Source: an optimization exercise on an open RTL-to-GDS flow (aim: small area, a short achievable clock period and few clock cycles). Production flows keep margins and buffers that such runs may drop.
In this exercise RTL edits were held to simulation tests only and were not proved equivalent to the original.

## run C
// cbs_rtb
module cbs_rtb (
    input  wire          clk,
    input  wire          rst,
    input  wire          h_valid,
    input  wire [31:0]   h_data,
    output wire          ready,
    output reg           r_valid,
    output reg  [31:0]   r_data,
    input  wire          p_valid,
    input  wire [7:0]    p_data,
    input  wire          tick,
    output wire [31:0]   period_out,
    output wire [31:0]   duty_out
);
clock: 25.0 ns
lec_check: 0
abc_area: 1
cap_margin: 20
core_margin: 2
core_utilization: 40
place_density: 0.6
slew_margin: 20
synth_memory_max_bits: 65536
standard.sh (not shown) runs the stock make flow with config.mk's settings and CLKGATE_MAP_FILE= SYNTH_SCRIPT=/design/flow/synth_recipe.tcl, a recipe that flattens the netlist after the stock synthesis.
==> flow/flow/run.sh <==
#!/bin/bash
# The standard layout (the standard.sh: standard synthesis, then ORFS to
# finish), with the port buffers that placement inserts taken as buf_2 cells
# rather than the resizer's default pick.
set -euo pipefail
export BUFFER_PORTS_ARGS="-buffer_cell sky130_fd_sc_hd__buf_2"
bash standard.sh > standard.log 2>&1
Testbench counts of run C, summed over its fixed seeds: cycles 28,818.
For run B, these inputs were changed with respect to run C:
- a change of CAP_MARGIN from 20 to 30
Both conditions hold for run C: the flow ran to the end and the final layout passed the timing, design-rule and antenna checks.
Both conditions hold for run B: the flow ran to the end and the final layout passed the timing, design-rule and antenna checks.
Summary of run B over run C: highest clock rate now larger; number of ports placed on the die boundary comparable.
Run C -> run B: wire length flat


cbs_rtb, a different RTL version from the one above (not shown whole).
For scale: roughly 15000 cells after synthesis, about 1400 flip-flops, roughly 110000 µm² of cells after synthesis.
// cbs_rtb
module cbs_rtb (
    input  wire          clk,
    input  wire          rst,
    input  wire          h_valid,
    input  wire [31:0]   h_data,
    output wire          ready,
    output reg           r_valid,
    output reg  [31:0]   r_data,
    input  wire          p_valid,
    input  wire [7:0]    p_data,
    input  wire          tick,
    output wire [31:0]   period_out,
    output wire [31:0]   duty_out
);
Settings: LEC_CHECK=0, ABC_AREA=1, CAP_MARGIN=30, CORE_MARGIN=2, CORE_UTILIZATION=40, PLACE_DENSITY=0.6, SLEW_MARGIN=20, SYNTH_MEMORY_MAX_BITS=65536; clock period 25.0 ns.
==> flow/flow/run.sh <==
#!/bin/bash
# The standard layout (the standard.sh: standard synthesis, then ORFS to
# finish), with the port buffers that placement inserts taken as buf_2 cells
# rather than the resizer's default pick, and timing repair asked to leave
# 18.6 ns of setup slack at the design's 25 ns clock (repair_timing
# -setup_margin), so that it also shortens paths that already meet it.
set -euo pipefail
export BUFFER_PORTS_ARGS="-buffer_cell sky130_fd_sc_hd__buf_2"
export SETUP_SLACK_MARGIN=18.6
bash standard.sh > standard.log 2>&1
The baseline finished clean.
Testbench counts at the start, summed over its fixed seeds: cycles 28,725.
Change:
==> flow/flow/run.sh (replaced) <==
#!/bin/bash
# The standard layout (the standard.sh: standard synthesis, then ORFS to
# finish), with the port buffers that placement inserts taken as buf_2 cells
# rather than the resizer's default pick, and timing repair asked to leave
# 18.3 ns of setup slack at the design's 25 ns clock (repair_timing
# -setup_margin), so that it also shortens paths that already meet it.
set -euo pipefail
export BUFFER_PORTS_ARGS="-buffer_cell sky130_fd_sc_hd__buf_2"
export SETUP_SLACK_MARGIN=18.3
bash standard.sh > standard.log 2>&1
- CAP_MARGIN: 30 -> 10
- SLEW_MARGIN: 20 -> 0
Outcome: Core utilization drops by 1.4 points. Non-clock buffer count shrinks by 205. Hold slack hardly moves. Worst setup slack got worse by 0.13 ns. Routed wire length is higher slightly.
Change:
==> flow/flow/run.sh (replaced) <==
#!/bin/bash
# The standard layout (the standard.sh: standard synthesis, then ORFS to
# finish), with the port buffers that placement inserts taken as buf_2 cells
# rather than the resizer's default pick, and timing repair asked to leave
# 18.0 ns of setup slack at the design's 25 ns clock (repair_timing
# -setup_margin), so that it also shortens paths that already meet it.
set -euo pipefail
export BUFFER_PORTS_ARGS="-buffer_cell sky130_fd_sc_hd__buf_2"
export SETUP_SLACK_MARGIN=18.0
bash standard.sh > standard.log 2>&1
- CAP_MARGIN: 10 -> 30
- SLEW_MARGIN: 0 -> 20
Effect:
- cell count stays flat
- worst setup slack is worse by 0.29 ns
- die area does not change
- first-iteration DRC count climbs slightly
Change:
==> flow/flow/run.sh (replaced) <==
#!/bin/bash
# The standard layout (the standard.sh: standard synthesis, then ORFS to
# finish), with the port buffers that placement inserts taken as buf_2 cells
# rather than the resizer's default pick, and timing repair asked to leave
# 19.8 ns of setup slack at the design's 25 ns clock (repair_timing
# -setup_margin), so that it also shortens paths that already meet it.
set -euo pipefail
export BUFFER_PORTS_ARGS="-buffer_cell sky130_fd_sc_hd__buf_2"
export SETUP_SLACK_MARGIN=19.8
bash standard.sh > standard.log 2>&1
Effect:
- utilization grows by 7.9 points
- synthesized area is unchanged
- cell count increases by 5.3%
- register-to-register slack improves by 0.36 ns

[what the ideal ports hide]
The flow's constraints put no driver on any port. The routed layouts listed below were extracted and timed again, unchanged, in two steps.
Step 1, drivers: a clkbuf_16 drives clk and a buf_2 each remaining input, both assumed.
Step 2, shift: input delay + t, output delay - t, t = (earliest + latest rising clock arrival at the registers) / 2. This alone moves slack from input paths to output paths.
Slacks: ideal / step 1 / step 2; pairs: ideal / step 1.
run | shift t [ns] | setup slack, ns | clock arrival spread, ns | worst slew at a driven data input, ns
run C | 0.974 | 16.996 / 17.059 / 16.085 | 0.109 / 0.109 | 0.18
run B | 0.999 | 17.034 / 17.109 / 16.110 | 0.124 / 0.124 | 0.16
the first run of note 2 | 0.939 | 18.450 / 18.366 / 17.538 | 0.089 / 0.089 | 0.16
the second run of note 2 | 0.956 | 18.315 / 18.216 / 17.408 | 0.089 / 0.089 | 0.18
the third run of note 2 | 0.963 | 18.022 / 17.920 / 17.186 | 0.080 / 0.080 | 0.23
the fourth run of note 2 | 0.965 | 18.506 / 18.404 / 17.556 | 0.084 / 0.084 | 0.29
After both steps every run listed still meets setup and hold. For the fourth run of note 2, which loses most, drivers alone change the setup slack by -0.102 ns; drivers and shift together by -0.950 ns.
